What follows belongs to an exercise in optimizing a design on an open flow for small area, a short achievable clock period and few clock cycles per item; a production flow would make more cautious choices.
Where RTL was checked, it was by simulation tests only, not by an equivalence proof against the original.
Only the layout flow was run in runs 1 and 2; the RTL was not checked for function there.
Power figures rest on the tool's default switching activity, not on a simulated workload.

File: flow/run.sh
#!/bin/bash
# synth_recipe.tcl (not shown) runs the flow's synth.tcl, then flattens the netlist and writes it again
# the make line also repeats each setting of config.mk as NAME=value (left out here)
make -C /OpenROAD-flow-scripts/flow DESIGN_CONFIG=/design/flow/config.mk WORK_HOME=/design/flow/orfs CLKGATE_MAP_FILE= SYNTH_SCRIPT=/design/flow/synth_recipe.tcl finish
File: flow/config.mk
export PLATFORM = sky130hd
export DESIGN_NAME = ts_advance
export DESIGN_NICKNAME = ts_advance
export VERILOG_FILES = /design/flow/design.v
export SDC_FILE = /design/flow/constraint.sdc
export NUM_CORES = 4
export LEC_CHECK = 0
export CAP_MARGIN = 10
export CORE_MARGIN = 2
export CORE_UTILIZATION = 55
export PLACE_DENSITY = 0.65
export SLEW_MARGIN = 10
File: flow/constraint.sdc
create_clock -name core_clock -period 14.0 [get_ports {clk}]
set_input_delay 2.8000 -clock core_clock [delete_from_list [all_inputs] [get_ports {clk}]]
set_output_delay 2.8000 -clock core_clock [all_outputs]
set_load 0.01 [all_outputs]
File: flow/design.v
module ts_advance (
    input  wire        clk,
    input  wire        rst,
    input  wire        start,
    output wire        in_ready,
    input  wire [31:0] ref_full,
    input  wire [63:0] ref_frac,
    input  wire [63:0] psr,
    input  wire [31:0] spp,
    input  wire [63:0] rate,
    output reg         out_valid,
    output wire [1:0]  out_status,
    output wire [31:0] out_full,
    output wire [63:0] out_frac
);
    localparam [27:0] C5 = 28'd244140625;      
    localparam [40:0] PS_PER_S = 41'd1000000000000;
    reg s_idle, s_mul, s_mfin, s_dnrm, s_n1, s_n2, s_div, s_rnd, s_ps1, s_xsh, s_ps2;
    reg [31:0] rf;             
    reg [40:0] rr;             
    reg        bad_q;          
    reg        zero_q;         
    reg        ovf_q;          
    reg [80:0] pa;             
    reg [31:0] spn;            
    reg [68:0] pr;             
    reg [39:0] mwc;            
    reg [1:0]  zbq;            
    reg        n_cq, n_geq;    
    reg        stk;            
    reg signed [12:0] ex;      
    reg [52:0] dv;             
    reg [54:0] d3;             
    reg        d3c;            
    reg signed [12:0] ib;      
    reg [4:0]  jq;             
    reg [1:0]  qb;             
    reg        fi0, fi1;       
    reg        hv;             
    reg        q1;             
    reg [6:0]  lsh;            
    reg        pin;            
    wire [31:0] wh = spn;
    assign in_ready   = s_idle;
    assign out_status = {ovf_q & ~bad_q, bad_q};
    assign out_full   = rf;
    assign out_frac   = {23'd0, rr};
    wire [1:0]  sp_zb  = (spp[31:8] == 24'd0) ? 2'd3 :
                         (spp[31:16] == 16'd0) ? 2'd2 :
                         (spp[31:24] == 8'd0) ? 2'd1 : 2'd0;
    wire [31:0] sp_n   = (sp_zb == 2'd3) ? {spp[7:0], 24'd0} :
                         (sp_zb == 2'd2) ? {spp[15:0], 16'd0} :
                         (sp_zb == 2'd1) ? {spp[23:0], 8'd0} : spp;
    wire [8:0]  m_lo   = {1'b0, pr[36:29]} + {1'b0, mwc[7:0]};
    function [79:0] csa;
        input [39:0] x, y, z;
        begin
            csa = {x ^ y ^ z, (((x & y) | (x & z) | (y & z)) << 1)};
        end
    endfunction
    wire [39:0] m_p0 = {8'd0, spn & {32{pa[0]}}};
    wire [39:0] m_p1 = {7'd0, spn & {32{pa[1]}}, 1'd0};
    wire [39:0] m_p2 = {6'd0, spn & {32{pa[2]}}, 2'd0};
    wire [39:0] m_p3 = {5'd0, spn & {32{pa[3]}}, 3'd0};
    wire [39:0] m_p4 = {4'd0, spn & {32{pa[4]}}, 4'd0};
    wire [39:0] m_p5 = {3'd0, spn & {32{pa[5]}}, 5'd0};
    wire [39:0] m_p6 = {2'd0, spn & {32{pa[6]}}, 6'd0};
    wire [39:0] m_p7 = {1'd0, spn & {32{pa[7]}}, 7'd0};
    wire [79:0] m_l1a = csa({8'd0, pr[68:37]}, {8'd0, mwc[39:8]}, m_p0);
    wire [79:0] m_l1b = csa(m_p1, m_p2, m_p3);
    wire [79:0] m_l1c = csa(m_p4, m_p5, m_p6);
    wire [79:0] m_l2a = csa(m_l1a[79:40], m_l1a[39:0] | {39'd0, m_lo[8]}, m_l1b[79:40]);
    wire [79:0] m_l2b = csa(m_l1b[39:0], m_l1c[79:40], m_l1c[39:0]);
    wire [79:0] m_l3a = csa(m_l2a[79:40], m_l2a[39:0], m_l2b[79:40]);
    wire [79:0] m_l4a = csa(m_l3a[79:40], m_l3a[39:0], m_l2b[39:0]);
    wire [79:0] m_l5a = csa(m_l4a[79:40], m_l4a[39:0], m_p7);
    wire [39:0] m_top  = pr[68:29] + mwc;
    wire        m_last = (pa[63:8] == 56'd0);
    wire        d_ok   = dv[52] | bad_q;
    reg [3:0] n_j;
    integer nb;
    always @(*) begin
        n_j = 4'd15;
        for (nb = 0; nb < 15; nb = nb + 1)
            if (pr[54 + nb]) n_j = 4'd14 - nb[3:0];
    end
    wire [68:0] n_sh   = pr << n_j;
    wire        n_upa  = n_sh[15] & ((|n_sh[14:0]) | stk | n_sh[16]);
    wire [28:0] d3_lo  = {1'b0, dv[27:0]} + {dv[26:0], 1'b0};
    wire [26:0] d3_hi  = {2'd0, dv[52:28]} + {1'b0, dv[52:27]} + {26'd0, d3c};
    wire [52:0] n_m    = pr[52:0];
    wire [52:0] n_i    = n_m + 53'd1;
    wire        n_c    = stk & (&n_m);
    wire [52:0] mn     = n_c ? {1'b1, 52'd0} : (stk ? n_i : n_m);
    wire        mn_ge  = n_c ? (dv == {1'b1, 52'd0}) : ((n_m >= dv) | (stk & (n_i == dv)));
    wire signed [12:0] ef0 = n_cq ? (n_geq ? ex + 13'sd1 : ex) : (n_geq ? ex : ex - 13'sd1);
    wire signed [12:0] ib0 = ef0 + 13'sd1;
    wire [54:0] t2  = {pr[53:0], 1'b0};
    wire [55:0] c1  = {1'b0, t2} - {3'd0, dv};
    wire [55:0] c2  = {1'b0, t2} - {2'd0, dv, 1'b0};
    wire [55:0] c3  = {1'b0, t2} - {1'd0, d3};
    wire        z3  = (t2 == d3);
    wire        z2  = (t2 == {1'b0, dv, 1'b0});
    wire        z1  = (t2 == {2'd0, dv});
    wire        z0  = (t2 == 55'd0);
    reg  [1:0]  d_q;
    reg  [52:0] d_v;
    reg         d_nz;
    always @(*) begin
        if (!c3[55])      begin d_q = 2'd3; d_v = c3[52:0]; d_nz = ~z3; end
        else if (!c2[55]) begin d_q = 2'd2; d_v = c2[52:0]; d_nz = ~z2; end
        else if (!c1[55]) begin d_q = 2'd1; d_v = c1[52:0]; d_nz = ~z1; end
        else              begin d_q = 2'd0; d_v = t2[52:0]; d_nz = ~z0; end
    end
    wire        rnd    = qb[0] & (stk | qb[1]);
    wire        f_rnd  = s_rnd & rnd & ~fi0;
    wire        w_rnd  = s_rnd & rnd & fi0;
    reg  [1:0]  g_nf;
    reg  [1:0]  g_dd;
    reg  [31:0] w_sh;
    always @(*) begin
        if (s_rnd) begin
            g_nf = fi0 ? 2'd0 : 2'd1;
            g_dd = fi0 ? 2'd0 : {1'b0, qb[1]};
            w_sh = fi0 ? {wh[30:0], qb[1]} : wh;
        end else if (fi1) begin
            g_nf = 2'd0;
            g_dd = 2'd0;
            w_sh = {wh[29:0], qb};
        end else if (fi0) begin
            g_nf = 2'd1;
            g_dd = {1'b0, qb[0]};
            w_sh = {wh[30:0], qb[1]};
        end else begin
            g_nf = 2'd2;
            g_dd = qb;
            w_sh = wh;
        end
    end
    reg  [29:0] g_cm;
    always @(*) begin
        case ({f_rnd, g_dd})
            3'b001:  g_cm = 30'd244140625;
            3'b010:  g_cm = 30'd488281250;
            3'b011:  g_cm = 30'd732421875;
            3'b100:  g_cm = 30'd244140625;
            3'b101:  g_cm = 30'd488281250;
            default: g_cm = 30'd0;
        endcase
    end
    wire [80:0] a_sh   = (g_nf == 2'd2) ? {pa[78:0], 2'b0} :
                         (g_nf == 2'd1) ? {pa[79:0], 1'b0} : pa;
    wire [80:0] a_next = a_sh + {51'd0, g_cm};
    wire [31:0] w_next = w_sh + {31'd0, w_rnd};
    wire        g_all  = s_rnd ? qb[1] : (qb[1] & qb[0]);
    wire [91:0] p_ext  = {pa, 11'd0} >> lsh;
    reg  [4:0]  a_g;
    integer k2;
    always @(*) begin
        a_g = 5'd0;
        for (k2 = 53; k2 < 81; k2 = k2 + 1)
            if (pa[k2]) a_g = k2 - 53;
    end
    wire        a_big  = (pa[80:53] != 28'd0);
    reg         p_ones;
    integer k3;
    always @(*) begin
        p_ones = 1'b1;
        for (k3 = 0; k3 < 81; k3 = k3 + 1)
            if ((k3 >= a_g) && (k3 + 11 < lsh))
                p_ones = p_ones & pa[k3];
    end
    wire        p_up   = a_big & p_ones & pin;
    wire [39:0] ps     = pin ? p_ext[39:0] : 40'd0;
    wire [40:0] f_x    = {1'b0, pr[39:0]};
    wire [41:0] f_k    = 42'd0 - {1'b0, PS_PER_S};             
    wire [41:0] f_cs   = {1'b0, rr} ^ {1'b0, f_x} ^ f_k;
    wire [41:0] f_cc   = {(({1'b0, rr} & {1'b0, f_x}) | ({1'b0, rr} & f_k) | ({1'b0, f_x} & f_k)), 1'b0};
    wire [41:0] f_d    = f_cs + f_cc + {41'd0, pr[40]};
    wire [40:0] f_s    = rr + f_x + {40'd0, pr[40]};
    wire        f_c    = ~f_d[41];                  
    wire [31:0] f_w1   = rf + 32'd1;
    wire x_go = !zero_q && (ex > 13'sd52) && (ex <= 13'sd83);
    always @(posedge clk) begin
        if (rst) begin
            s_idle <= 1'b1;
            s_mul  <= 1'b0; s_mfin <= 1'b0; s_dnrm <= 1'b0; s_n1  <= 1'b0; s_n2  <= 1'b0;
            s_div  <= 1'b0; s_rnd  <= 1'b0; s_ps1 <= 1'b0; s_xsh <= 1'b0;
            s_ps2  <= 1'b0;
            out_valid <= 1'b0;
        end else begin
            s_idle <= (s_idle & ~start) | s_ps2;
            s_mul  <= (s_idle & start) | (s_mul & ~m_last);
            s_mfin <= s_mul & m_last;
            s_dnrm <= (s_mfin & ~d_ok) | (s_dnrm & ~dv[51]);
            s_n1   <= (s_mfin & d_ok) | (s_dnrm & dv[51]);
            s_n2   <= s_n1;
            s_div  <= s_n2 | (s_div & (jq != 5'd26));
            s_rnd  <= s_div & (jq == 5'd26);
            s_xsh  <= (s_rnd & x_go) | (s_xsh & (ex != 13'sd53));
            s_ps1  <= (s_rnd & ~x_go) | (s_xsh & (ex == 13'sd53));
            s_ps2  <= s_ps1;
            out_valid <= s_ps2;
        end
    end
    always @(posedge clk) begin
        if (s_idle) begin
            rf     <= ref_full;
            rr     <= {1'b0, ref_frac[39:0]};
            pa     <= {17'd0, psr};
            spn    <= sp_n;
            ex     <= 13'sd959 - {2'b00, rate[62:53], (rate[62:52] == 11'd0) | rate[52]};
            zbq    <= sp_zb;
            mwc    <= 40'd0;
            zero_q <= (psr == 64'd0) | (spp == 32'd0);
            bad_q  <= rate[63] | (&rate[62:52]) | (rate[62:0] == 63'd0);
            dv     <= {rate[62:52] != 11'd0, rate[51:0]};
            pr     <= 69'd0;
            stk    <= 1'b0;
        end
        if (s_mul) begin
            pr[28:0] <= {m_lo[7:0], pr[28:8]};
            stk <= stk | (|pr[7:0]);
            pr[68:29] <= m_l5a[79:40];
            mwc <= m_l5a[39:0];
            pa  <= {25'd0, pa[63:8]};
            ex  <= ex + 13'sd8;
        end
        if (s_mfin) begin
            pr[68:29] <= m_top;
            ex <= ex + 13'sd95 - $signed({8'd0, zbq, 3'd0});
        end
        if (s_dnrm) begin
            dv <= {dv[51:0], 1'b0};
            ex <= ex + 13'sd1;
        end
        if (s_n1) begin
            pr  <= {16'd0, n_sh[68:16]};
            stk <= n_upa;
            ex  <= ex - $signed({9'd0, n_j});
            d3[27:0] <= d3_lo[27:0];
            d3c <= d3_lo[28];
        end
        if (s_n2) begin
            pr  <= {15'd0, mn_ge ? {1'b0, mn} : {mn, 1'b0}};
            d3[54:28] <= d3_hi;
            n_cq  <= n_c;
            n_geq <= mn_ge;
            pa  <= 81'd0;
            spn <= 32'd0;
            jq  <= 5'd0;
            hv  <= 1'b0;
            q1  <= 1'b1;
        end
        if (s_div) begin
            pr[53:0] <= {d_v, 1'b0};
            stk <= d_nz;
            qb  <= d_q;
            hv  <= 1'b1;
            jq  <= jq + 5'd1;
            if (!hv) begin
                ex  <= ef0;
                fi0 <= (ib0 >= 13'sd1);
                fi1 <= (ib0 >= 13'sd2);
                ib  <= ib0 - 13'sd2;
            end else begin
                fi0 <= (ib >= 13'sd1);
                fi1 <= (ib >= 13'sd2);
                ib  <= ib - 13'sd2;
            end
            if (hv) begin
                pa  <= a_next;
                spn <= w_next;
                q1  <= q1 & g_all;
            end
        end
        if (s_rnd) begin
            pa    <= a_next;
            spn   <= w_next;
            ovf_q <= ~zero_q & ((ex > 13'sd1023) | ((ex == 13'sd1023) & q1 & g_all & rnd));
            lsh   <= 7'd51 - ex[6:0];
            pin   <= (ex >= -13'sd41) && (ex <= 13'sd51);
            if (ex > 13'sd83) begin
                spn <= 32'd0;
                ex  <= 13'sd52;
            end
        end
        if (s_ps1) begin
            pr[40:0] <= {p_up, ps};
            rf <= rf + wh;
        end
        if (s_xsh) begin
            spn <= {spn[30:0], 1'b0};
            ex  <= ex - 13'sd1;
        end
        if (s_ps2) begin
            rr <= f_c ? f_d[40:0] : f_s;
            if (f_c) rf <= f_w1;
        end
    end
endmodule
==> results.tsv, run 1 <==
stage	metric	value	unit
clock_network	post_cts_buffers	0	
yosys	ys_warn_count	1	
worst_setup_path	worstPathArrival	7.12	ns
clock_network	postCtsResizedCells	0	
timing	tns	0	ns
global_route	grt_max_degree	96	
yosys	synth_edf_count	277	
worst_setup_path	crit_path_end_kind	register	
yosys	synth-main-ff-cell	edfxtp_1	
finish	nets	10236	
placed_design	dp_hpwl	234000	um
floorplanning	die_width	367	um
timing	worst_slew_pin_slew	1.37	ns
placed_design	dp.cells	10879	
power_and_ir_drop	power_density	180	mW/mm^2
routing	drtPass1Iterations	10	
worst_setup_path	path_class	reg -> reg	
placed_design	pre_cts_slack	7.57	ns
clock_network	cts_root_buffer	clkbuf_16	
global_route	antenna_found_initial	7	
timing	slew_headroom	8.11	%
yosys	synth_cell_types	105	
placed_design	port_buffers	311	
finish	final_cell_mix	nand2_1, nor2_1, a21oi_1	
routing	routed_wl	309000	um
timing	fmax	0.150	GHz
routing	antenna_left	0	
routing	vias_per_cell	6.87	
routing	drc	0	
worst_setup_path	cp_max_fo	24	
global_route	overflow	0	
floorplanning	start_util	55.2	%
outcome	status	no timing/DRC/antenna violations	
yosys	ys_async_sr_fraction	0	%
power_and_ir_drop	irDropWorstVdd	0.181	mV
floorplanning	num_rows	133	
timing	hold_ws	0.491	ns
floorplanning	dieArea	0.135	sq mm
timing	period_needed	6.68	ns
clock_network	clock_sinks	465	
timing	setup_viol	0	
clock_network	h-tree-depth	2	
finish	drive_gt1_share	5.60	%
finish	area_growth_syn_to_layout	8.72	%
timing	final_max_slew_viol_count	0	
routing	vias	75510	
yosys	synth_top_cell_area_share	11.5	%
worst_hold_path	min_path_type	reg -> reg	
global_route	grt_pass1_wl	458000	um
floorplanning	design.core.area	0.131	sq mm
yosys	synth_seq_cells	465	
floorplanning	ioPinCount	359	
power_and_ir_drop	p_leak	0.0331	uW
timing	final.period_utilization	47.7	%
worst_setup_path	cp.required	14.45	ns
yosys	syn-cell-area	0.0724	sq mm
yosys	netlist_top_cells_area	edfxtp_1, ha_1, fa_1	
routing	wl_per_cell	28.1	um
timing	rsz0062_at_grt	no	
finish	fin_cells	10997	
yosys	synth_seq_area_share	16.7	%
finish	final_common_cell	nand2_1	
clock_network	cts_buffers	61	
yosys	yosys.area.top_type	edfxtp_1	
placed_design	placedInstanceArea	0.0766	sq mm
timing	hold_viol_final	0	
clock_network	clk_pin_slew_worst_paths	0.07	ns
yosys	syn_area_per_cell	7.80	sq um
clock_network	ctsHoldBuffers	0	
worst_setup_path	start_kind	register	
timing	final.setup_skew	0.0433	ns
placed_design	place_congestion	1.04	
global_route	grt_usage	44.2	%
clock_network	clock_path_buffers	3	
run	maxCapViolCount	0	
clock_network	insertion_delay	0.75	ns
finish	fin_area	0.0788	sq mm
clock_network	cts_tree	yes	
routing	drt_iter0_drc	9756	
yosys	synthCells	9287	
global_route	first_global_vias	71398	
timing	setup_slack	7.32	ns
floorplanning	die_y	367	um
==> per-layer routing <==
layer	GRT usage, %	part of all wire [%]
met1	56.4	38
met3	9.61	11
met5	0	0.020
met4	27.7	7.6
met2	68.0	43
==> path summary, 6_finish.rpt <==
check                                startpoint          endpoint  slack, ns  cells past startpoint
worst max register to register  pr[3]$_DFFE_PP_  pr[40]$_DFFE_PP_       7.32                     15
worst max-delay path            pr[3]$_DFFE_PP_  pr[40]$_DFFE_PP_       7.32                     15
worst min-delay path                 q1$_DFF_P_        q1$_DFF_P_       0.49                      2
worst min register to register       q1$_DFF_P_        q1$_DFF_P_       0.49                      2
==> power breakdown <==
part / switching (uW) / leakage [uW] / total [uW] / internal [uW]
combinational: 6280 / 0.0276 / 10200 / 3920
clock: 746 / 0.00105 / 1750 / 1010
sequential: 500 / 0.00439 / 2220 / 1720
total: 7530 / 0.0331 / 14200 / 6640
==> cell usage after synthesis (96+ instances only) <==
cell type	number
nand3_1	223
dfxtp_1	188
edfxtp_1	277
clkbuf_1	506
nor3_1	177
a21o_1	197
nand2b_1	108
o21ai_0	504
nand2_1	898
ha_1	507
o22ai_1	177
inv_1	580
nor2_1	740
xor2_1	234
xnor2_1	388
a211oi_1	96
fa_1	283
nand4_1	116
nor4_1	124
a21oi_1	731
and2_1	302
mux2i_1	426
==> sequential cells by signal, summed over array words and instances, names as in the netlist, 32 cells and up <==
signal and flops:
d3 55, dv 53, mwc 36, pa 81
pr 69, rf 32, rr 41, spn 32
==> through the flow <==
step           utilization (%)  power, uW
6_report                  60.1      14200
5_1_grt                   60.1      15000
4_1_cts                   60.0      13800
3_5_place_dp              58.4      12000
3_3_place_gp              58.4      11800
2_1_floorplan                -       8870
==> worst max-delay path, stage by stage (launching register included) <==
cell and delay, ns:
edfxtp_1 0.76, ha_1 0.55, a21oi_1 0.11, nor3b_1 0.16, a21oi_1 0.42, a21oi_1 0.25, o21ai_0 0.41, a31oi_1 0.30
o41ai_1 0.96, o2111ai_1 0.18, buf_4 0.30, nand2_1 0.38, buf_4 0.45, mux2_2 0.38, o21ai_0 0.62, nand4_1 0.16
==> layout make-up <==
cell class	instances	area [sq um]
multi-input cells	7599	55800
fillers	11983	52400
flip-flops and latches	465	12100
repair buffers	472	4320
inverters	588	2210
well taps	1755	2200
clock buffers	68	1610
clock inverters	45	510
diodes	5	12.5
==> cell families (layout without fill, tap and decap cells) <==
logic type | count (synthesis) | after routing | synth area share (%)
compound gates | 2574 | 2574 | 22.9
xor+xnor | 622 | 622 | 7.52
fa+ha+maj | 790 | 790 | 16.6
buf+inv | 1245 | 1173 | 6.68
flops | 465 | 465 | 16.7
mux | 560 | 560 | 9.45
other cells | 1 | 28 | 0.00518
simple gates | 3030 | 3030 | 20.1
==> inputs of run 2 (changes only) <==
--- a/flow/design.v
+++ b/flow/design.v
@@ -85,6 +85,17 @@
             if (pr[54 + nb]) n_j = 4'd14 - nb[3:0];
     end
-    wire [68:0] n_sh   = pr << n_j;
-    wire        n_upa  = n_sh[15] & ((|n_sh[14:0]) | stk | n_sh[16]);
+    wire [68:8]  n_t3  = n_j[3] ? pr[60:0]  : pr[68:8];
+    wire [68:12] n_t2  = n_j[2] ? n_t3[64:8]  : n_t3[68:12];
+    wire [68:14] n_t1  = n_j[1] ? n_t2[66:12] : n_t2[68:14];
+    wire [68:15] n_sh  = n_j[0] ? n_t1[67:14] : n_t1[68:15];
+    reg  [14:0]  n_po;                  
+    integer np;
+    always @(*) begin
+        n_po[0] = pr[0];
+        for (np = 1; np < 15; np = np + 1)
+            n_po[np] = n_po[np-1] | pr[np];
+    end
+    wire         n_stk = (n_j == 4'd15) ? 1'b0 : n_po[4'd14 - n_j];
+    wire         n_upa = n_sh[15] & (n_stk | stk | n_sh[16]);
     wire [28:0] d3_lo  = {1'b0, dv[27:0]} + {dv[26:0], 1'b0};
     wire [26:0] d3_hi  = {2'd0, dv[52:28]} + {1'b0, dv[52:27]} + {26'd0, d3c};
@@ -154,5 +165,12 @@
     wire [31:0] w_next = w_sh + {31'd0, w_rnd};
     wire        g_all  = s_rnd ? qb[1] : (qb[1] & qb[0]);
-    wire [91:0] p_ext  = {pa, 11'd0} >> lsh;
+    wire [91:0]  p_x   = {pa, 11'd0};
+    wire [91:0]  p_s6  = lsh[6] ? {64'd0, p_x[91:64]} : p_x;
+    wire [70:0]  p_s5  = lsh[5] ? {11'd0, p_s6[91:32]} : p_s6[70:0];
+    wire [54:0]  p_s4  = lsh[4] ? p_s5[70:16] : p_s5[54:0];
+    wire [46:0]  p_s3  = lsh[3] ? p_s4[54:8] : p_s4[46:0];
+    wire [42:0]  p_s2  = lsh[2] ? p_s3[46:4] : p_s3[42:0];
+    wire [40:0]  p_s1  = lsh[1] ? p_s2[42:2] : p_s2[40:0];
+    wire [39:0]  p_ext = lsh[0] ? p_s1[40:1] : p_s1[39:0];
     reg  [4:0]  a_g;
     integer k2;
--- a/flow/config.mk
+++ b/flow/config.mk
@@ -8,5 +8,5 @@
 export CAP_MARGIN = 10
 export CORE_MARGIN = 2
-export CORE_UTILIZATION = 55
-export PLACE_DENSITY = 0.65
+export CORE_UTILIZATION = 60
+export PLACE_DENSITY = 0.68
 export SLEW_MARGIN = 10
==> run 2 against run 1 <==
- flip-flop and latch count stayed put
- non-clock buffer count is 3 lower
- sequential power is 3% lower
- via count is 4.4% lower
- design area shrank 3.9%
- critical path depth rose by 2
- clock skew shrank 0.0053 ns
- die area shrank 12%
- maximum frequency is 7.9% lower
- synthesized cell count shrank 3.7%
- first-iteration DRC count fell by 7.4%
==> results.tsv, run 2 <==
stage	metric	value	unit	change
power_and_ir_drop	power_density	183	mW/mm^2	+1.6%
finish	final_common_cell	nand2_1		
yosys	synth_common_cells	nand2_1, a21oi_1, nor2_1		
routing	drc	0		unchanged
routing	drtPass1Iterations	9		-1
worst_setup_path	cp_common_cell	o31a_1		
yosys	netlist_top_cells_area	edfxtp_1, ha_1, fa_1		
yosys	synth_cell_types	110		+4.8%
yosys	ys_warn_count	1		unchanged
finish	top_register	pa		
worst_setup_path	r2r-start	pr[0]$_DFFE_PP_		
clock_network	cts_tree	yes		
clock_network	cts_buffers	60		-1.6%
worst_setup_path	crit_chain	inv_1 -> ha_1 -> fa_1 -> nand2b_1 -> a21oi_1 -> o31a_1 -> nor3_1 -> a2bb2oi_1 -> a41oi_2 -> o21ba_2 -> o221ai_1 -> o31ai_4 -> buf_4 -> nand2_1 -> o31a_1 -> o21ai_0 -> a22oi_1		
clock_network	clock_path_buffers	3		unchanged
worst_setup_path	worstPathArrival	7.70	ns	+0.58 ns
floorplanning	die_width	345	um	-6.0%
finish	nets	9924		-3.0%
timing	final.setup_skew	0.0380	ns	-0.00532 ns
floorplanning	start_util	60.2	%	+5.0 points
yosys	synth_seq_area_share	17.3	%	+0.66 points
worst_setup_path	ff2ff_setup_slack	6.75	ns	-0.57 ns
timing	setup_viol	0		unchanged
worst_setup_path	crit_path_end_kind	register		
floorplanning	die_y	345	um	-6.0%
yosys	synth_edf_count	277		unchanged
worst_setup_path	path_delay_family	compound AO/OA/AOI/OAI gates		
global_route	antenna_found_initial	19		+12
global_route	grt_max_degree	113		+18%
finish	top_regs	pa: 81 flops, pr: 69 flops, d3: 55 flops		
yosys	synth_top_cell_area_share	11.9	%	+0.45 points
yosys	synthCells	8939		-3.7%
yosys	syn-cell-area	0.0697	sq mm	-3.8%
finish	final_cell_mix	nand2_1, a21oi_1, nor2_1		
clock_network	ctsHoldBuffers	0		unchanged
outcome	status	no timing/DRC/antenna violations		
worst_setup_path	start_kind	register		
floorplanning	ioPinCount	359		unchanged
clock_network	cts_root_buffer	clkbuf_16		
routing	wl_per_cell	27.5	um	-2.1%
timing	final.period_utilization	51.8	%	+4.1 points
timing	final_max_slew_viol_count	0		unchanged
clock_network	clk_pin_slew_worst_paths	0.07	ns	about the same
placed_design	place_congestion	1.08		+3.3%
yosys	synth_seq_cells	465		unchanged
worst_setup_path	critPathBufInv	2		unchanged
clock_network	insertion_delay	0.74	ns	about the same
timing	worst_slew_pin_slew	1.36	ns	-0.00850 ns
clock_network	post_cts_buffers	0		unchanged
worst_setup_path	cp.required	14.46	ns	about the same
routing	antenna_left	0		unchanged
routing	routed_wl	287000	um	-6.9%
floorplanning	dieArea	0.119	sq mm	-12%
global_route	first_global_vias	68882		-3.5%
placed_design	port_buffers	311		unchanged
run	maxCapViolCount	0		unchanged
routing	vias_per_cell	6.90		+0.49%
worst_setup_path	slowest_delay	0.76	ns	-0.20 ns
worst_setup_path	worstRegToRegCells	17		+2
finish	area_growth_syn_to_layout	8.61	%	
routing	vias	72161		-4.4%
floorplanning	num_rows	125		-6.0%
yosys	synth-main-ff-cell	edfxtp_1		
timing	hold_viol_final	0		unchanged
finish	largest_reg_flops	81		unchanged
clock_network	clock_sinks	465		unchanged
worst_setup_path	crit_slowest_cell	buf_4		
worst_setup_path	path_class	reg -> reg		
placed_design	pre_cts_slack	7.11	ns	-0.460 ns
placed_design	placedInstanceArea	0.0736	sq mm	-4.0%
clock_network	postCtsResizedCells	0		unchanged
global_route	grt_usage	46.8	%	+2.6 points
worst_hold_path	min_path_type	reg -> reg		
timing	setup_slack	6.75	ns	-0.571 ns
yosys	ys_async_sr_fraction	0	%	unchanged
worst_setup_path	r2r_end	pr[46]$_DFFE_PP_		
floorplanning	design.core.area	0.116	sq mm	-12%
routing	drt_iter0_drc	9034		-7.4%
timing	slew_headroom	9.51	%	+1.4 points
timing	rsz0062_at_grt	no		
worst_setup_path	cp_max_fo	73		+200%
power_and_ir_drop	irDropWorstVdd	0.182	mV	+1.0%
clock_network	h-tree-depth	2		unchanged
yosys	yosys.area.top_type	edfxtp_1		
worst_hold_path	hp-start	q1$_DFF_P_		
worst_hold_path	hold_end	q1$_DFF_P_		
global_route	grt_pass1_wl	425000	um	-7.2%
global_route	overflow	0		unchanged
finish	fin_area	0.0757	sq mm	-3.9%
finish	drive_gt1_share	5.02	%	-0.58 points
placed_design	dp_hpwl	218000	um	-7.0%
timing	fmax	0.138	GHz	-7.9%
timing	tns	0	ns	unchanged
worst_hold_path	holdPathStages	2		unchanged
finish	final_util	65.4	%	+5.3 points
yosys	syn_area_per_cell	7.80	sq um	about the same
timing	period_needed	7.25	ns	+0.571 ns
power_and_ir_drop	p_leak	0.0321	uW	-3.0%
yosys	synth.most_common_cell	nand2_1		
-- run 2: cell types whose count changed after synthesis, moves of 40 or more --
cell / before / now
mux2i_1: 426 / 466
clkbuf_1: 506 / 465
nand2_1: 898 / 762
mux4_2: 94 / 0
xnor2_1: 388 / 434
-- run 2: report_power, final --
part           switching, uW  internal (uW)
Combinational           6210           3750
Clock                    727            986
Sequential               447           1710
-- run 2: metrics by stage --
| step | hold slack, ns | cells | power [uW] |
|---|---|---|---|
| 2_1_floorplan | 0.459 | 8961 | 8500 |
| 3_3_place_gp | 0.484 | 10336 | 11400 |
| 3_5_place_dp | 0.507 | 10336 | 11700 |
| 4_1_cts | 0.516 | 10446 | 13400 |
| 5_1_grt | 0.528 | 10446 | 14600 |
| 6_report | 0.512 | 10458 | 13800 |
-- run 2: cell families (layout without fill, tap and decap cells) --
kind of cell | Yosys count | in the layout | share of synthesized area (%)
AND/OR/NAND/NOR | 2764 | 2764 | 19.4
AO/OA/AOI/OAI | 2531 | 2531 | 23.6
buffers and inverters | 1241 | 1202 | 7.06
adder cells (fa/ha/maj) | 791 | 791 | 17.2
XOR/XNOR | 635 | 635 | 7.98
multiplexers | 511 | 511 | 7.42
flip-flops | 465 | 465 | 17.3
other | 1 | 35 | 0.00538
-- run 2: worst max path at each step --
stage	from	to	slack (ns)	cells after the start
after floorplan	s_rnd$_SDFF_PP0_	pa[61]$_DFF_P_	8.14	27
after global placement	pr[0]$_DFFE_PP_	pr[46]$_DFFE_PP_	7.15	17
after detailed placement	pr[0]$_DFFE_PP_	pr[46]$_DFFE_PP_	7.11	17
after CTS	pr[0]$_DFFE_PP_	pr[46]$_DFFE_PP_	7.09	17
after global routing	pr[0]$_DFFE_PP_	pr[46]$_DFFE_PP_	6.72	17
final	pr[0]$_DFFE_PP_	pr[46]$_DFFE_PP_	6.75	17
-- run 2: worst register-to-register path, stage by stage (launching register included) --
cell and delay [ns]:
edfxtp_1 0.63, inv_1 0.34, ha_1 0.26, fa_1 0.23, nand2b_1 0.18, a21oi_1 0.15
o31a_1 0.30, nor3_1 0.64, a2bb2oi_1 0.37, a41oi_2 0.51, o21ba_2 0.27, o221ai_1 0.30
o31ai_4 0.58, buf_4 0.76, nand2_1 0.70, o31a_1 0.45, o21ai_0 0.16, a22oi_1 0.15
-- run 2: routing by layer --
| metal | wire length [um] | GRT usage (%) | vias to the layer above | part of all wire, % |
|---|---|---|---|---|
| met4 | 26200 | 36.4 | 10 | 9.1 |
| met2 | 123000 | 71.7 | 4791 | 43 |
| li1 | - | - | 31925 | - |
| met5 | 69 | 0 | - | 0.024 |
| met3 | 31400 | 11.0 | 1288 | 11 |
| met1 | 106000 | 56.8 | 34147 | 37 |
-- run 2: layout make-up --
cell class | instances | area (sq um)
Fill cell | 9753 | 40000
Clock inverter | 35 | 417
Antenna cell | 12 | 30.0
Sequential cell | 465 | 12100
Multi-Input combinational cell | 7255 | 52900
Clock buffer | 75 | 1660
Inverter | 623 | 2340
Timing Repair Buffer | 469 | 4300
Tap cell | 1524 | 1910
==> inputs of run 3 (changes only) <==
--- a/flow/design.v
+++ b/flow/design.v
@@ -36,5 +36,8 @@
     reg [4:0]  jq;             
     reg [1:0]  qb;             
-    reg        fi0, fi1;       
+    reg        a_n1, a_n2;     
+    reg        w_s1, w_s2;     
+    reg        g_mhi, g_mlo, g_ml1;  
+    reg        fr_en, wr_en;   
     reg        hv;             
     reg        q1;             
@@ -101,8 +104,12 @@
     wire [26:0] d3_hi  = {2'd0, dv[52:28]} + {1'b0, dv[52:27]} + {26'd0, d3c};
     wire [52:0] n_m    = pr[52:0];
+    wire [52:0] n_y    = ~dv;
+    wire [52:0] n_k    = {{52{1'b1}}, 1'b0};
+    wire [52:0] n_pg   = (n_m & n_y) | ((n_m ^ n_y) & ~n_k);
+    wire        n_p1   = ((n_m ^ n_y ^ n_k) == {n_pg[51:0], 1'b0});
     wire [52:0] n_i    = n_m + 53'd1;
     wire        n_c    = stk & (&n_m);
     wire [52:0] mn     = n_c ? {1'b1, 52'd0} : (stk ? n_i : n_m);
-    wire        mn_ge  = n_c ? (dv == {1'b1, 52'd0}) : ((n_m >= dv) | (stk & (n_i == dv)));
+    wire        mn_ge  = n_c ? (dv == {1'b1, 52'd0}) : ((n_m >= dv) | (stk & n_p1));
     wire signed [12:0] ef0 = n_cq ? (n_geq ? ex + 13'sd1 : ex) : (n_geq ? ex : ex - 13'sd1);
     wire signed [12:0] ib0 = ef0 + 13'sd1;
@@ -125,28 +132,7 @@
     end
     wire        rnd    = qb[0] & (stk | qb[1]);
-    wire        f_rnd  = s_rnd & rnd & ~fi0;
-    wire        w_rnd  = s_rnd & rnd & fi0;
-    reg  [1:0]  g_nf;
-    reg  [1:0]  g_dd;
-    reg  [31:0] w_sh;
-    always @(*) begin
-        if (s_rnd) begin
-            g_nf = fi0 ? 2'd0 : 2'd1;
-            g_dd = fi0 ? 2'd0 : {1'b0, qb[1]};
-            w_sh = fi0 ? {wh[30:0], qb[1]} : wh;
-        end else if (fi1) begin
-            g_nf = 2'd0;
-            g_dd = 2'd0;
-            w_sh = {wh[29:0], qb};
-        end else if (fi0) begin
-            g_nf = 2'd1;
-            g_dd = {1'b0, qb[0]};
-            w_sh = {wh[30:0], qb[1]};
-        end else begin
-            g_nf = 2'd2;
-            g_dd = qb;
-            w_sh = wh;
-        end
-    end
+    wire        f_rnd  = fr_en & rnd;
+    wire        w_rnd  = wr_en & rnd;
+    wire [1:0]  g_dd   = {g_mhi & qb[1], (g_mlo & qb[0]) | (g_ml1 & qb[1])};
     reg  [29:0] g_cm;
     always @(*) begin
@@ -160,8 +146,14 @@
         endcase
     end
-    wire [80:0] a_sh   = (g_nf == 2'd2) ? {pa[78:0], 2'b0} :
-                         (g_nf == 2'd1) ? {pa[79:0], 1'b0} : pa;
+    wire [80:0] a_sh   = a_n2 ? {pa[78:0], 2'b0} :
+                         a_n1 ? {pa[79:0], 1'b0} : pa;
     wire [80:0] a_next = a_sh + {51'd0, g_cm};
+    wire [31:0] w_sh   = w_s2 ? {wh[29:0], qb} :
+                         w_s1 ? {wh[30:0], qb[1]} : wh;
     wire [31:0] w_next = w_sh + {31'd0, w_rnd};
+    wire signed [12:0] ib_c = hv ? ib : ib0;
+    wire        nf0    = (ib_c >= 13'sd1);
+    wire        nf1    = (ib_c >= 13'sd2);
+    wire        nl     = (jq == 5'd26);
     wire        g_all  = s_rnd ? qb[1] : (qb[1] & qb[0]);
     wire [91:0]  p_x   = {pa, 11'd0};
@@ -277,14 +269,15 @@
             hv  <= 1'b1;
             jq  <= jq + 5'd1;
-            if (!hv) begin
-                ex  <= ef0;
-                fi0 <= (ib0 >= 13'sd1);
-                fi1 <= (ib0 >= 13'sd2);
-                ib  <= ib0 - 13'sd2;
-            end else begin
-                fi0 <= (ib >= 13'sd1);
-                fi1 <= (ib >= 13'sd2);
-                ib  <= ib - 13'sd2;
-            end
+            if (!hv) ex <= ef0;
+            ib    <= ib_c - 13'sd2;
+            a_n1  <= nl ? ~nf0 : (nf0 & ~nf1);
+            a_n2  <= ~nl & ~nf0;
+            w_s1  <= nf0 & (nl | ~nf1);
+            w_s2  <= ~nl & nf1;
+            g_mhi  <= ~nl & ~nf0;
+            g_mlo <= ~nl & ~nf1;
+            g_ml1  <= nl & ~nf0;
+            fr_en <= nl & ~nf0;
+            wr_en <= nl & nf0;
             if (hv) begin
                 pa  <= a_next;
--- a/flow/config.mk
+++ b/flow/config.mk
@@ -6,7 +6,6 @@
 export NUM_CORES = 4
 export LEC_CHECK = 0
-export CAP_MARGIN = 10
+export CAP_MARGIN = 20
 export CORE_MARGIN = 2
-export CORE_UTILIZATION = 60
-export PLACE_DENSITY = 0.68
-export SLEW_MARGIN = 10
+export CORE_UTILIZATION = 40
+export SLEW_MARGIN = 20
==> run 3 against run 2 <==
- still clean on timing, DRC and antenna
- register-to-register slack improved by 0.87 ns
- clock-buffer cell count grew 16
- total power decreased by 1.1%
- utilization fell by 21 points
- flip-flop and latch count up 5
- first-iteration DRC count fell by 21%
- combinational power fell by 3.9%
- critical path depth fell by 2
- clock power increased by 9.9%
- critical endpoint is now stk$_DFFE_PP_
- largest power group unchanged
==> results.tsv, run 3 <==
stage	metric	value	unit	change
clock_network	clock_path_buffers	3		unchanged
timing	hold_viol_final	0		unchanged
clock_network	h-tree-depth	3		+1
power_and_ir_drop	p_leak	0.0318	uW	-0.78%
routing	vias_per_cell	6.11		-11%
global_route	grt_max_degree	107		-5.3%
timing	setup_viol	0		unchanged
yosys	ys_async_sr_fraction	0	%	unchanged
yosys	synth_cell_types	106		-3.6%
worst_setup_path	crit_path_end_kind	register		
timing	final_max_slew_viol_count	0		unchanged
routing	drt_iter0_drc	7094		-21%
placed_design	placedInstanceArea	0.0739	sq mm	+0.50%
finish	final_cell_mix	nand2_1, a21oi_1, nor2_1		
yosys	synth_seq_cells	470		+1.1%
power_and_ir_drop	irDropWorstVdd	0.160	mV	-12%
yosys	synthCells	8866		-0.82%
finish	top_regs	pa: 81 flops, pr: 69 flops, d3: 55 flops		
routing	wl_per_cell	25.4	um	-7.5%
finish	final_util	44.5	%	-21 points
clock_network	clk_pin_slew_worst_paths	0.06	ns	about the same
worst_setup_path	ff2ff_setup_slack	7.62	ns	+0.87 ns
yosys	ys_warn_count	1		unchanged
placed_design	port_buffers	311		unchanged
clock_network	post_cts_buffers	0		unchanged
timing	rsz0062_at_grt	no		
yosys	yosys.area.top_type	edfxtp_1		
clock_network	cts_root_buffer	clkbuf_16		
yosys	syn_area_per_cell	7.79	sq um	-0.13%
outcome	status	no timing/DRC/antenna violations		
global_route	overflow	0		unchanged
placed_design	dp.cells	11057		+7.0%
run	maxCapViolCount	0		unchanged
routing	drtPass1Iterations	9		unchanged
finish	final_common_cell	nand2_1		
timing	fmax	0.157	GHz	+14%
global_route	antenna_found_initial	4		-15
timing	worst_slew_pin_slew	1.20	ns	-0.153 ns
yosys	synth-main-ff-cell	edfxtp_1		
finish	fin_cells	11183		+6.9%
global_route	first_global_vias	65899		-4.3%
clock_network	cts_buffers	67		+12%
worst_hold_path	min_path_type	reg -> reg		
worst_setup_path	cp.required	14.42	ns	-0.04 ns
worst_setup_path	worstPathArrival	6.80	ns	-0.90 ns
worst_setup_path	start_kind	register		
floorplanning	dieArea	0.176	sq mm	+48%
power_and_ir_drop	finalPower	13700	uW	-1.1%
worst_setup_path	cp_max_fo	32		-56%
placed_design	place_congestion	0.998		-7.4%
yosys	netlist_top_cells_area	edfxtp_1, fa_1, ha_1		
placed_design	dp_hpwl	218000	um	+0.26%
timing	final.setup_skew	0.0717	ns	+0.0337 ns
finish	top_register	pa		
yosys	syn-cell-area	0.0690	sq mm	-0.94%
timing	slew_headroom	18.8	%	+9.3 points
timing	tns	0	ns	unchanged
floorplanning	ioPinCount	359		unchanged
timing	period_needed	6.38	ns	-0.870 ns
finish	area_growth_syn_to_layout	10.5	%	
finish	largest_reg_flops	81		unchanged
global_route	grt_pass1_wl	422000	um	-0.63%
yosys	synth_top_cell_area_share	12.3	%	+0.33 points
clock_network	clock_sinks	470		+1.1%
routing	vias	68370		-5.3%
routing	drc	0		unchanged
clock_network	cts_tree	yes		
worst_setup_path	path_class	reg -> reg		
routing	routed_wl	284000	um	-1.1%
global_route	grt_usage	31.4	%	-15 points
timing	final.period_utilization	45.6	%	-6.2 points
yosys	synth_seq_area_share	17.7	%	+0.38 points
yosys	synth_common_cells	nand2_1, a21oi_1, nor2_1		
yosys	synth.most_common_cell	nand2_1		
floorplanning	start_util	40.2	%	-20 points
floorplanning	die_width	419	um	+22%
floorplanning	design.core.area	0.172	sq mm	+48%
clock_network	ctsHoldBuffers	0		unchanged
yosys	synth_edf_count	282		+1.8%
finish	fin_area	0.0763	sq mm	+0.75%
clock_network	insertion_delay	0.75	ns	about the same
power_and_ir_drop	power_density	179	mW/mm^2	-1.9%
finish	drive_gt1_share	4.64	%	-0.38 points
routing	antenna_left	0		unchanged
floorplanning	die_y	419	um	+22%
floorplanning	num_rows	152		+22%
finish	nets	9915		-0.091%
clock_network	postCtsResizedCells	0		unchanged
[run 3: report_power, final]
part	switching [uW]	internal, uW
logic	5920	3650
clock network	773	1100
registers	498	1730
total	7200	6480
[run 3: metrics by stage]
step,worst slack (ns),hold WS (ns)
final,7.62,0.512
after global routing,7.10,0.544
after global placement,7.78,0.499
after floorplan,8.34,0.481
after detailed placement,7.72,0.499
after CTS,7.71,0.508
[run 3: layer usage]
metal	global-route usage, %	up-vias	wire, um
li1	-	31423	-
met3	5.26	626	23600
met5	0	-	13
met1	42.7	33064	122000
met4	13.5	2	14200
met2	49.1	3255	125000
[run 3: layout make-up]
| class | count | area, sq um |
|---|---|---|
| Clock inverter | 31 | 395 |
| Tap cell | 2310 | 2890 |
| Timing Repair Buffer | 464 | 4260 |
| Antenna cell | 3 | 7.51 |
| Clock buffer | 91 | 1900 |
| Sequential cell | 470 | 12300 |
| Inverter | 681 | 2560 |
| Fill cell | 17277 | 95300 |
| Multi-Input combinational cell | 7133 | 52000 |
[run 3: cell families (layout without fill, tap and decap cells)]
family	Yosys count	in the layout	share of synthesized area [%]
mux	482	482	7.21
fa+ha+maj	839	839	18.8
flops	470	470	17.7
other cells	1	26	0.00543
buf+inv	1285	1267	7.31
compound gates	2458	2458	22.5
xor+xnor	572	572	7.28
simple gates	2759	2759	19.2
[run 3: path summary, 6_finish.rpt]
| check | startpoint | endpoint | depth (start not counted) |
|---|---|---|---|
| hold / removal | q1$_DFF_P_ | q1$_DFF_P_ | 2 |
| setup / recovery | pr[3]$_DFFE_PP_ | stk$_DFFE_PP_ | 15 |
| hold reg to reg | q1$_DFF_P_ | q1$_DFF_P_ | 2 |
| setup reg to reg | pr[3]$_DFFE_PP_ | stk$_DFFE_PP_ | 15 |
[run 3: critical path, stage by stage, from the launching register on]
cell and delay (ns):
edfxtp_1 0.66, ha_1 0.54, o211ai_1 0.13, a21oi_1 0.43, o21ba_2 0.28, o2111ai_1 0.18, a21oi_1 0.35, o2111a_1 0.35
o2111ai_2 0.17, a211oi_1 0.83, or2_2 0.82, buf_4 0.52, mux2i_1 0.23, a21oi_1 0.08, o21ai_0 0.32, a22oi_1 0.17
Testbench counts of run 3, summed over its fixed seeds: cycles 90,107, items 2,400.
==> inputs of run 4 (changes only) <==
--- a/flow/config.mk
+++ b/flow/config.mk
@@ -6,6 +6,7 @@
 export NUM_CORES = 4
 export LEC_CHECK = 0
-export CAP_MARGIN = 20
+export CAP_MARGIN = 0
 export CORE_MARGIN = 2
-export CORE_UTILIZATION = 40
-export SLEW_MARGIN = 20
+export CORE_UTILIZATION = 55
+export PLACE_DENSITY = 0.65
+export SLEW_MARGIN = 0
==> run 4 against run 3 <==
- largest power group unchanged
- die area decreased by 27%
- worst hold slack improved by 0.022 ns
- critical path depth unchanged
- critical path type unchanged
- flip-flop and latch count stayed put
- largest cell class unchanged
- sequential power barely moved
- combinational power is 0.7% lower
- sequential share of layout area grew 0.21 points
==> results.tsv, run 4 <==
stage	metric	value	unit	change
timing	rsz0062_at_grt	no		
timing	fmax	0.158	GHz	+0.57%
worst_setup_path	worstPathArrival	6.77	ns	-0.03 ns
timing	slew_headroom	23.3	%	+4.5 points
finish	drive_gt1_share	4.43	%	-0.22 points
power_and_ir_drop	p_comb_share	70.1	%	about the same
worst_setup_path	cp_max_fo	62		+94%
routing	vias	68848		+0.70%
clock_network	h-tree-depth	2		-1
clock_network	postCtsResizedCells	0		unchanged
finish	nets	9897		-0.18%
global_route	overflow	0		unchanged
yosys	synth_edf_count	282		unchanged
power_and_ir_drop	pwr-share-seq	16.4	%	about the same
yosys	synth_seq_area_share	17.7	%	unchanged
routing	antenna_left	0		unchanged
floorplanning	die_y	358	um	-15%
floorplanning	dieArea	0.128	sq mm	-27%
global_route	grt_usage	41.1	%	+9.6 points
clock_network	insertion_delay	0.72	ns	-0.03 ns
finish	final_cell_mix	nand2_1, a21oi_1, nor2_1		
floorplanning	num_rows	129		-15%
power_and_ir_drop	p_int	6450	uW	-0.45%
finish	top_regs	pa: 81 flops, pr: 69 flops, d3: 55 flops		
finish	fin_area	0.0752	sq mm	-1.3%
yosys	synth-main-ff-cell	edfxtp_1		
clock_network	clock_sinks	470		unchanged
finish	multi_input_area	0.0519	sq mm	about the same
yosys	synth_top_cell_area_share	12.3	%	unchanged
yosys	synth_seq_cells	470		unchanged
run	maxCapViolCount	0		unchanged
finish	fillers	11255		-35%
timing	setup_slack	7.66	ns	+0.0361 ns
clock_network	post_cts_buffers	0		unchanged
timing	setup_viol	0		unchanged
routing	vias_per_cell	6.56		+7.3%
routing	routed_wl	271000	um	-4.7%
global_route	first_global_vias	66341		+0.67%
yosys	synth_simple_gate_area_share	19.2	%	unchanged
yosys	ys_async_sr_fraction	0	%	unchanged
timing	hold_ws	0.533	ns	+0.0216 ns
yosys	synthCells	8866		unchanged
power_and_ir_drop	irDropWorstVdd	0.176	mV	+10%
placed_design	place_congestion	1.02		+2.1%
yosys	synth_cell_types	106		unchanged
global_route	grt_max_degree	156		+46%
finish	largest_reg_flops	81		unchanged
worst_hold_path	min_path_type	reg -> reg		
clock_network	cts_tree	yes		
placed_design	port_buffers	311		unchanged
timing	tns	0	ns	unchanged
global_route	antenna_found_initial	6		+2
placed_design	pre_cts_slack	7.99	ns	+0.277 ns
floorplanning	ioPinCount	359		unchanged
clock_network	clock_path_buffers	3		unchanged
global_route	grt_pass1_wl	406000	um	-3.8%
yosys	synth_xor_area_share	7.28	%	unchanged
timing	hold_viol_final	0		unchanged
finish	area_growth_syn_to_layout	8.98	%	
power_and_ir_drop	power_density	180	mW/mm^2	+0.43%
timing	period_needed	6.34	ns	-0.0361 ns
routing	drc	0		unchanged
power_and_ir_drop	p_leak	0.0317	uW	-0.27%
floorplanning	start_util	55.6	%	+15 points
worst_setup_path	crit_path_end_kind	register		
finish	final_common_cell	nand2_1		
yosys	syn-cell-area	0.0690	sq mm	unchanged
routing	drtPass1Iterations	10		+1
routing	drt_iter0_drc	8162		+15%
yosys	ys_warn_count	1		unchanged
worst_setup_path	start_kind	register		
floorplanning	die_width	358	um	-15%
clock_network	cts_root_buffer	clkbuf_16		
timing	final.setup_skew	0.0234	ns	-0.0483 ns
placed_design	placedInstanceArea	0.0730	sq mm	-1.3%
clock_network	clk_pin_slew_worst_paths	0.06	ns	about the same
yosys	synth_fa_ha_area_share	18.8	%	unchanged
yosys	syn_area_per_cell	7.79	sq um	unchanged
floorplanning	design.core.area	0.124	sq mm	-28%
clock_network	cts_buffers	60		-10%
finish	top_register	pa		
timing	final_max_slew_viol_count	0		unchanged
clock_network	ctsHoldBuffers	0		unchanged
placed_design	dp_hpwl	209000	um	-4.4%
yosys	synth_common_cells	nand2_1, a21oi_1, nor2_1		
power_and_ir_drop	sw_frac_of_total	52.4	%	-0.22 points
power_and_ir_drop	p_clk_share	13.5	%	-0.2 points
timing	worst_slew_pin_slew	1.14	ns	-0.0615 ns
yosys	synthMuxAreaShare	7.21	%	unchanged
yosys	synth.most_common_cell	nand2_1		
timing	final.period_utilization	45.3	%	-0.26 points
routing	wl_per_cell	25.8	um	+1.5%
yosys	netlist_top_cells_area	edfxtp_1, fa_1, ha_1		
worst_setup_path	cp.required	14.43	ns	about the same
finish	final-seq-area	0.0123	sq mm	about the same
yosys	synth_compound_area_share	22.5	%	unchanged
yosys	yosys.area.top_type	edfxtp_1		
yosys	synth_top_family_by_area	compound AO/OA/AOI/OAI gates		
power_and_ir_drop	power.net_switching	7100	uW	-1.3%
outcome	status	no timing/DRC/antenna violations		
worst_setup_path	path_class	reg -> reg		
[run 4: changes by cell type in the layout (fill, tap and decap cells not counted), moves of 5 or more]
| cell | before | now |
|---|---|---|
| clkbuf_1 | 14 | 6 |
| clkinv_4 | 1 | 6 |
| dfxtp_1 | 174 | 180 |
| bufinv_16 | 8 | 15 |
| clkbuf_16 | 70 | 60 |
| clkinv_2 | 8 | 14 |
| buf_4 | 153 | 141 |
| dfxtp_2 | 10 | 2 |
[run 4: cells by family (layout without fill, tap and decap cells)]
kind of cell	count (synthesis)	in the layout
flops	470	470
fa+ha+maj	839	839
buf+inv	1285	1248
compound gates	2458	2458
mux	482	482
simple gates	2759	2759
xor+xnor	572	572
other cells	1	27
[run 4: cell type report]
class / count / share of cell area [%]
diodes: 4 / 0.0133
clock buffers: 70 / 2.10
clock inverters: 44 / 0.873
inverters: 681 / 3.40
multi-input cells: 7133 / 69.0
flip-flops and latches: 470 / 16.3
well taps: 1637 / 2.72
repair buffers: 453 / 5.57
[run 4: path summary, 6_finish.rpt]
kind	from	endpoint	slack, ns	cells past startpoint
setup / recovery	pr[3]$_DFFE_PP_	pr[36]$_DFFE_PP_	7.66	15
hold / removal	q1$_DFF_P_	q1$_DFF_P_	0.53	2
setup reg to reg	pr[3]$_DFFE_PP_	pr[36]$_DFFE_PP_	7.66	15
hold reg to reg	q1$_DFF_P_	q1$_DFF_P_	0.53	2
[run 4: critical path: stages (launching register included)]
cell,delay [ns]
edfxtp_1,0.66
ha_1,0.54
o211ai_1,0.12
a21oi_1,0.41
o21ba_2,0.26
o2111ai_1,0.18
a21oi_1,0.39
o2111a_1,0.35
o2111ai_2,0.19
a211oi_1,0.96
or2_2,0.27
buf_4,0.63
mux2i_1,0.27
mux2i_1,0.09
mux2i_1,0.49
o21ai_0,0.14
[run 4: power groups by stage]
| stage | sequential (uW) | combinational (uW) | clock, uW |
|---|---|---|---|
| 2_1_floorplan | 1940 | 6510 | 0 |
| 3_3_place_gp | 2210 | 8990 | 0 |
| 3_5_place_dp | 2210 | 9210 | 0 |
| 4_1_cts | 2190 | 9270 | 1840 |
| 5_1_grt | 2220 | 10400 | 1890 |
| 6_report | 2220 | 9500 | 1830 |
[run 4: stage by stage]
step	utilization [%]	cells	power (uW)
final	60.6	10492	13600
after global routing	60.6	10488	14500
after CTS	60.6	10488	13300
after detailed placement	58.8	10374	11400
after global placement	58.8	10374	11200
after floorplan	-	8888	8450
[run 4: routing by layer]
| metal | vias to the layer above | wire length, um | GRT usage [%] |
|---|---|---|---|
| met3 | 785 | 25300 | 6.92 |
| met2 | 3762 | 119000 | 64.6 |
| li1 | 31363 | - | - |
| met1 | 32930 | 108000 | 53.0 |
| met5 | - | 55 | 0 |
| met4 | 8 | 18400 | 24.3 |
==> inputs of run 5 (changes only) <==
--- a/flow/config.mk
+++ b/flow/config.mk
@@ -6,7 +6,7 @@
 export NUM_CORES = 4
 export LEC_CHECK = 0
-export CAP_MARGIN = 0
+export CAP_MARGIN = 10
 export CORE_MARGIN = 2
 export CORE_UTILIZATION = 55
 export PLACE_DENSITY = 0.65
-export SLEW_MARGIN = 0
+export SLEW_MARGIN = 10
==> run 5 against run 4 <==
- still clean
- die area unchanged
- design area unchanged
- final cell count unchanged
- clock-buffer cell count unchanged
- routed wire length unchanged
- non-clock buffer count unchanged
- critical endpoint unchanged
- largest power group unchanged
==> results.tsv, run 5 <==
stage	metric	value	unit	change
timing	period_needed	6.34	ns	unchanged
clock_network	cts_tree	yes		
global_route	grt_usage	41.1	%	unchanged
placed_design	place_congestion	1.02		unchanged
routing	vias_per_cell	6.56		unchanged
power_and_ir_drop	pwr-share-seq	16.4	%	about the same
yosys	ys_async_sr_fraction	0	%	unchanged
yosys	yosys.area.top_type	edfxtp_1		
finish	final_common_cell	nand2_1		
worst_setup_path	crit_chain	ha_1 -> o211ai_1 -> a21oi_1 -> o21ba_2 -> o2111ai_1 -> a21oi_1 -> o2111a_1 -> o2111ai_2 -> a211oi_1 -> or2_2 -> buf_4 -> mux2i_1 -> mux2i_1 -> mux2i_1 -> o21ai_0		
global_route	overflow	0		unchanged
clock_network	clock_sinks	470		unchanged
worst_setup_path	crit_slowest_cell	a211oi_1		
power_and_ir_drop	p_comb_share	70.1	%	about the same
yosys	synth.most_common_cell	nand2_1		
floorplanning	num_rows	129		unchanged
yosys	synth_seq_area_share	17.7	%	unchanged
timing	setup_viol	0		unchanged
worst_setup_path	crit_path_end_kind	register		
worst_setup_path	ff2ff_setup_slack	7.66	ns	about the same
timing	final.period_utilization	45.3	%	unchanged
timing	hold_viol_final	0		unchanged
finish	fillers	11255		unchanged
floorplanning	die_width	358	um	unchanged
yosys	synthCells	8866		unchanged
finish	top_regs	pa: 81 flops, pr: 69 flops, d3: 55 flops		
worst_setup_path	slowest_delay	0.96	ns	about the same
floorplanning	dieArea	0.128	sq mm	unchanged
timing	final.setup_skew	0.0234	ns	unchanged
worst_setup_path	cp_common_cell	mux2i_1		
finish	final_cell_mix	nand2_1, a21oi_1, nor2_1		
power_and_ir_drop	p_clk_share	13.5	%	about the same
yosys	synth_common_cells	nand2_1, a21oi_1, nor2_1		
yosys	netlist_top_cells_area	edfxtp_1, fa_1, ha_1		
yosys	syn_area_per_cell	7.79	sq um	unchanged
global_route	first_global_vias	66341		unchanged
timing	setup_slack	7.66	ns	unchanged
clock_network	clock_path_buffers	3		unchanged
finish	top_register	pa		
outcome	status	no timing/DRC/antenna violations		
global_route	antenna_found_initial	6		unchanged
clock_network	h-tree-depth	2		unchanged
floorplanning	die_y	358	um	unchanged
timing	slew_headroom	23.3	%	unchanged
power_and_ir_drop	irDropWorstVdd	0.176	mV	unchanged
yosys	synth_cell_types	106		unchanged
routing	routed_wl	271000	um	unchanged
worst_hold_path	min_path_type	reg -> reg		
floorplanning	ioPinCount	359		unchanged
yosys	ys_warn_count	1		unchanged
power_and_ir_drop	p_leak	0.0317	uW	unchanged
worst_setup_path	worstPathArrival	6.77	ns	about the same
worst_setup_path	cp.required	14.43	ns	about the same
worst_setup_path	path_delay_family	compound AO/OA/AOI/OAI gates		
finish	largest_reg_flops	81		unchanged
finish	area_growth_syn_to_layout	8.98	%	unchanged
clock_network	insertion_delay	0.72	ns	about the same
worst_setup_path	path_class	reg -> reg		
timing	fmax	0.158	GHz	unchanged
clock_network	cts_buffers	60		unchanged
routing	drtPass1Iterations	10		unchanged
power_and_ir_drop	p_int	6450	uW	unchanged
placed_design	port_buffers	311		unchanged
timing	final_max_slew_viol_count	0		unchanged
global_route	grt_max_degree	156		unchanged
routing	vias	68848		unchanged
placed_design	dp_hpwl	209000	um	unchanged
routing	wl_per_cell	25.8	um	unchanged
clock_network	post_cts_buffers	0		unchanged
routing	drc	0		unchanged
clock_network	cts_root_buffer	clkbuf_16		
yosys	syn-cell-area	0.0690	sq mm	unchanged
power_and_ir_drop	power.net_switching	7100	uW	unchanged
clock_network	postCtsResizedCells	0		unchanged
floorplanning	design.core.area	0.124	sq mm	unchanged
placed_design	pre_cts_slack	7.99	ns	unchanged
timing	rsz0062_at_grt	no		
yosys	synth_edf_count	282		unchanged
timing	tns	0	ns	unchanged
worst_setup_path	cp_max_fo	62		unchanged
floorplanning	start_util	55.6	%	unchanged
routing	antenna_left	0		unchanged
power_and_ir_drop	power_density	180	mW/mm^2	unchanged
worst_setup_path	start_kind	register		
timing	worst_slew_pin_slew	1.14	ns	unchanged
global_route	grt_pass1_wl	406000	um	unchanged
yosys	synth_top_cell_area_share	12.3	%	unchanged
yosys	synth_seq_cells	470		unchanged
worst_setup_path	critPathBufInv	1		unchanged
clock_network	clk_pin_slew_worst_paths	0.06	ns	about the same
yosys	synth-main-ff-cell	edfxtp_1		
run	maxCapViolCount	0		unchanged
routing	drt_iter0_drc	8162		unchanged
power_and_ir_drop	sw_frac_of_total	52.4	%	unchanged
finish	nets	9897		unchanged
finish	drive_gt1_share	4.43	%	unchanged
clock_network	ctsHoldBuffers	0		unchanged
-- run 5: cell counts in the layout (fill, tap and decap cells not counted) --
No cell type changed its count.
-- run 5: cell families after synthesis --
kind of cell / count (synthesis) / share of synthesized area (%)
DFF: 470 / 17.7
other: 1 / 0.00543
xor gates and xnor gates: 572 / 7.28
muxes: 482 / 7.21
and+or+nand+nor: 2759 / 19.2
adders and majority gates: 839 / 18.8
AOI/OAI and AO/OA: 2458 / 22.5
buffers and inverters: 1285 / 7.31
-- run 5: layer usage --
layer  track usage, %  share of wire [%]
met1             53.0                 40
met2             64.6                 44
met3             6.92                9.4
met4             24.3                6.8
met5                0              0.020
-- run 5: final cells by class --
type	instances	area [sq um]	share of cell area, %
Antenna cell	4	10.0	0.0133
Clock buffer	70	1580	2.10
Multi-Input combinational cell	7133	51900	69.0
Sequential cell	470	12300	16.3
Inverter	681	2560	3.40
Tap cell	1637	2050	2.72
Timing Repair Buffer	453	4190	5.57
Clock inverter	44	657	0.873
-- run 5: worst min-delay path: stages (launching register included) --
cell and delay [ns]:
dfxtp_1 0.32, a21oi_1 0.11, a31oi_1 0.05
-- run 5: path summary, 6_finish.rpt --
kind,start,to,cells past startpoint
setup reg to reg,pr[3]$_DFFE_PP_,pr[36]$_DFFE_PP_,15
setup / recovery,pr[3]$_DFFE_PP_,pr[36]$_DFFE_PP_,15
hold / removal,q1$_DFF_P_,q1$_DFF_P_,2
hold reg to reg,q1$_DFF_P_,q1$_DFF_P_,2
-- run 5: through the flow --
step                      util [%]  total power (uW)  hold WS (ns)  instance area [sq um]  instances
after global placement        58.8             11200         0.490                  73000      10374
after floorplan                  -              8450         0.481                  69100       8888
final                         60.6             13600         0.533                  75200      10492
after global routing          60.6             14500         0.580                  75200      10488
after CTS                     60.6             13300         0.533                  75200      10488
after detailed placement      58.8             11400         0.516                  73000      10374
-- run 5: power by group through the flow --
stage	clock (uW)	sequential [uW]	combinational, uW
2_1_floorplan	0	1940	6510
3_3_place_gp	0	2210	8990
3_5_place_dp	0	2210	9210
4_1_cts	1840	2190	9270
5_1_grt	1890	2220	10400
6_report	1830	2220	9500
==> inputs of run 6 (changes only) <==
==> flow/flow/run.sh (new file) <==
#!/bin/bash
# The standard layout, with the timing repair aiming for more setup slack
# than the 14 ns clock needs (repair_timing -setup_margin), so that it
# speeds up the design's own register-to-register paths.  The clock, the
# SDC and every other step are the standard flow's.
set -euo pipefail
echo "export SETUP_SLACK_MARGIN = 8.5" >> config.mk
bash standard.sh > standard.log 2>&1
==> flow/standard.sh (new file) <==
#!/bin/bash
# synth_recipe.tcl (not shown) runs the flow's synth.tcl, then flattens the netlist and writes it again
# the make line also repeats each setting of config.mk as NAME=value (left out here)
make -C /OpenROAD-flow-scripts/flow DESIGN_CONFIG=/design/flow/config.mk WORK_HOME=/design/flow/orfs CLKGATE_MAP_FILE= SYNTH_SCRIPT=/design/flow/synth_recipe.tcl "${@:-finish}"
--- a/flow/config.mk
+++ b/flow/config.mk
@@ -11,2 +11,3 @@
 export PLACE_DENSITY = 0.65
 export SLEW_MARGIN = 10
+export SETUP_SLACK_MARGIN = 8.5
removed: flow/run.sh
==> run 6 against run 5 <==
- still clean on timing, DRC and antenna
- non-clock buffer count is 49 higher
- largest cell class unchanged
- largest power group unchanged
- worst setup slack better by 0.88 ns
- highest routed layer unchanged
- critical path depth stayed put
- critical endpoint is now pr[32]$_DFFE_PP_
==> results.tsv, run 6 <==
stage	metric	value	unit	change
yosys	synth_seq_cells	470		unchanged
power_and_ir_drop	power_density	179	mW/mm^2	-0.70%
worst_setup_path	ff2ff_setup_slack	8.53	ns	+0.88 ns
routing	drtPass1Iterations	8		-2
global_route	first_global_vias	66027		-0.47%
worst_setup_path	path_class	reg -> reg		
clock_network	cts_buffers	66		+10%
routing	drc	0		unchanged
worst_setup_path	r2r_end	pr[32]$_DFFE_PP_		
finish	final_common_cell	nand2_1		
finish	fillers	11382		+1.1%
global_route	grt_pass1_wl	405000	um	-0.29%
yosys	synth_common_cells	nand2_1, a21oi_1, nor2_1		
yosys	syn-cell-area	0.0690	sq mm	unchanged
worst_setup_path	r2r-start	pr[0]$_DFFE_PP_		
timing	fmax	0.183	GHz	+16%
finish	area_growth_syn_to_layout	9.87	%	
timing	final.period_utilization	39.0	%	-6.3 points
run	maxCapViolCount	0		unchanged
worst_setup_path	worstRegToRegCells	15		unchanged
timing	setup_viol	0		unchanged
routing	routed_wl	271000	um	+0.13%
placed_design	pre_cts_slack	7.87	ns	-0.128 ns
yosys	ys_warn_count	1		unchanged
timing	rsz0062_at_grt	no		
timing	final.setup_skew	0.0363	ns	+0.0129 ns
placed_design	port_buffers	311		unchanged
clock_network	clock_path_buffers	3		unchanged
floorplanning	die_width	358	um	unchanged
routing	drt_iter0_drc	8281		+1.5%
yosys	syn_area_per_cell	7.79	sq um	unchanged
finish	top_regs	pa: 81 flops, pr: 69 flops, d3: 55 flops		
finish	top_register	pa		
yosys	synthCells	8866		unchanged
worst_setup_path	cp.required	14.53	ns	+0.10 ns
finish	nets	9953		+0.57%
yosys	synth_seq_area_share	17.7	%	unchanged
worst_setup_path	cp_max_fo	24		-61%
placed_design	place_congestion	1.05		+2.7%
worst_setup_path	crit_slowest_cell	o311ai_1		
power_and_ir_drop	p_leak	0.0320	uW	+0.96%
clock_network	insertion_delay	0.69	ns	-0.03 ns
timing	period_needed	5.47	ns	-0.876 ns
worst_setup_path	worstPathArrival	6.00	ns	-0.77 ns
worst_setup_path	slowest_delay	0.69	ns	-0.27 ns
timing	slew_headroom	19.8	%	-3.5 points
outcome	status	no timing/DRC/antenna violations		
yosys	synth_cell_types	106		unchanged
clock_network	cts_root_buffer	clkbuf_16		
yosys	ys_async_sr_fraction	0	%	unchanged
floorplanning	design.core.area	0.124	sq mm	unchanged
floorplanning	num_rows	129		unchanged
clock_network	ctsHoldBuffers	0		unchanged
routing	antenna_left	0		unchanged
worst_setup_path	crit_path_end_kind	register		
power_and_ir_drop	irDropWorstVdd	0.189	mV	+6.9%
timing	setup_slack	8.53	ns	+0.876 ns
routing	wl_per_cell	25.7	um	-0.42%
timing	worst_slew_pin_slew	1.20	ns	+0.0556 ns
finish	final_cell_mix	nand2_1, a21oi_1, nor2_1		
clock_network	h-tree-depth	3		+1
worst_hold_path	min_path_type	reg -> reg		
worst_setup_path	path_delay_family	compound AO/OA/AOI/OAI gates		
global_route	grt_use_met2	63.8	%	-0.79 points
worst_setup_path	worstSetupPathDepth	15		unchanged
clock_network	clock_sinks	470		unchanged
global_route	grt_usage	41.0	%	-0.066 points
placed_design	dp_hpwl	207000	um	-0.83%
routing	vias	69273		+0.62%
finish	drive_gt1_share	5.25	%	+0.82 points
yosys	synth_edf_count	282		unchanged
-- run 6: cell counts after synthesis --
Identical to the previous run, type by type.
-- run 6: routing by layer --
layer	up-vias	routed length [um]
met4	6	19800
met5	-	34
met3	861	25700
met1	33177	107000
met2	3755	118000
li1	31474	-
-- run 6: worst min-delay path by stage --
stage	start	depth (start not counted)	slack, ns	end
after floorplan	q1$_DFF_P_	2	0.48	q1$_DFF_P_
after global placement	q1$_DFF_P_	2	0.49	q1$_DFF_P_
after detailed placement	q1$_DFF_P_	2	0.51	q1$_DFF_P_
after CTS	q1$_DFF_P_	2	0.52	q1$_DFF_P_
after global routing	q1$_DFF_P_	2	0.56	q1$_DFF_P_
final	q1$_DFF_P_	2	0.52	q1$_DFF_P_
-- run 6: per-stage QoR --
| stage | hold WS (ns) | cells | total power, uW | cell area (sq um) |
|---|---|---|---|---|
| finish | 0.516 | 10550 | 13600 | 75900 |
| global route | 0.558 | 10546 | 14500 | 75800 |
| CTS | 0.520 | 10511 | 13200 | 75400 |
| detailed placement | 0.515 | 10364 | 11300 | 72900 |
| global placement | 0.493 | 10364 | 11200 | 72900 |
| floorplan | 0.481 | 8888 | 8450 | 69100 |
-- run 6: logic make-up after synthesis --
logic type	Yosys count	share of synthesized area [%]
flops	470	17.7
fa+ha+maj	839	18.8
compound gates	2458	22.5
simple gates	2759	19.2
xor+xnor	572	7.28
mux	482	7.21
other cells	1	0.00543
buf+inv	1285	7.31
-- run 6: repair_timing --
item	CTS	global route
setup endpoints to repair	151	144
cloned	0	2
endpoints found under the hold margin	0	0
gates resized for setup	21	39
buffers inserted	25	33
pin swaps	0	4
-- run 6: layout make-up --
cell class	count	area, sq um	share of cell area [%]
clock inverters	35	413	0.544
repair buffers	502	4640	6.11
diodes	4	10.0	0.0132
inverters	681	2560	3.38
flip-flops and latches	470	12300	16.2
clock buffers	87	1820	2.40
well taps	1637	2050	2.70
multi-input cells	7134	52100	68.7
-- run 6: power breakdown --
group          internal [uW]  total [uW]  switching, uW
registers               1730        2200            466
logic                   3670        9550           5880
clock network           1070        1820            750
-- run 6: tightest hold or removal path, delay by kind of cell (launching register included) --
kind           cells  cell delay, ns
flip-flops         1            0.31
AO/OA/AOI/OAI      2            0.16

Check on run 6: ideal ports give 8.534 ns setup slack; a clkbuf_16 on the clock port and buf_2 on the inputs give 8.534 ns; moving port delays by the midpoint clock arrival (0.766 ns) as well gives 8.131 ns.
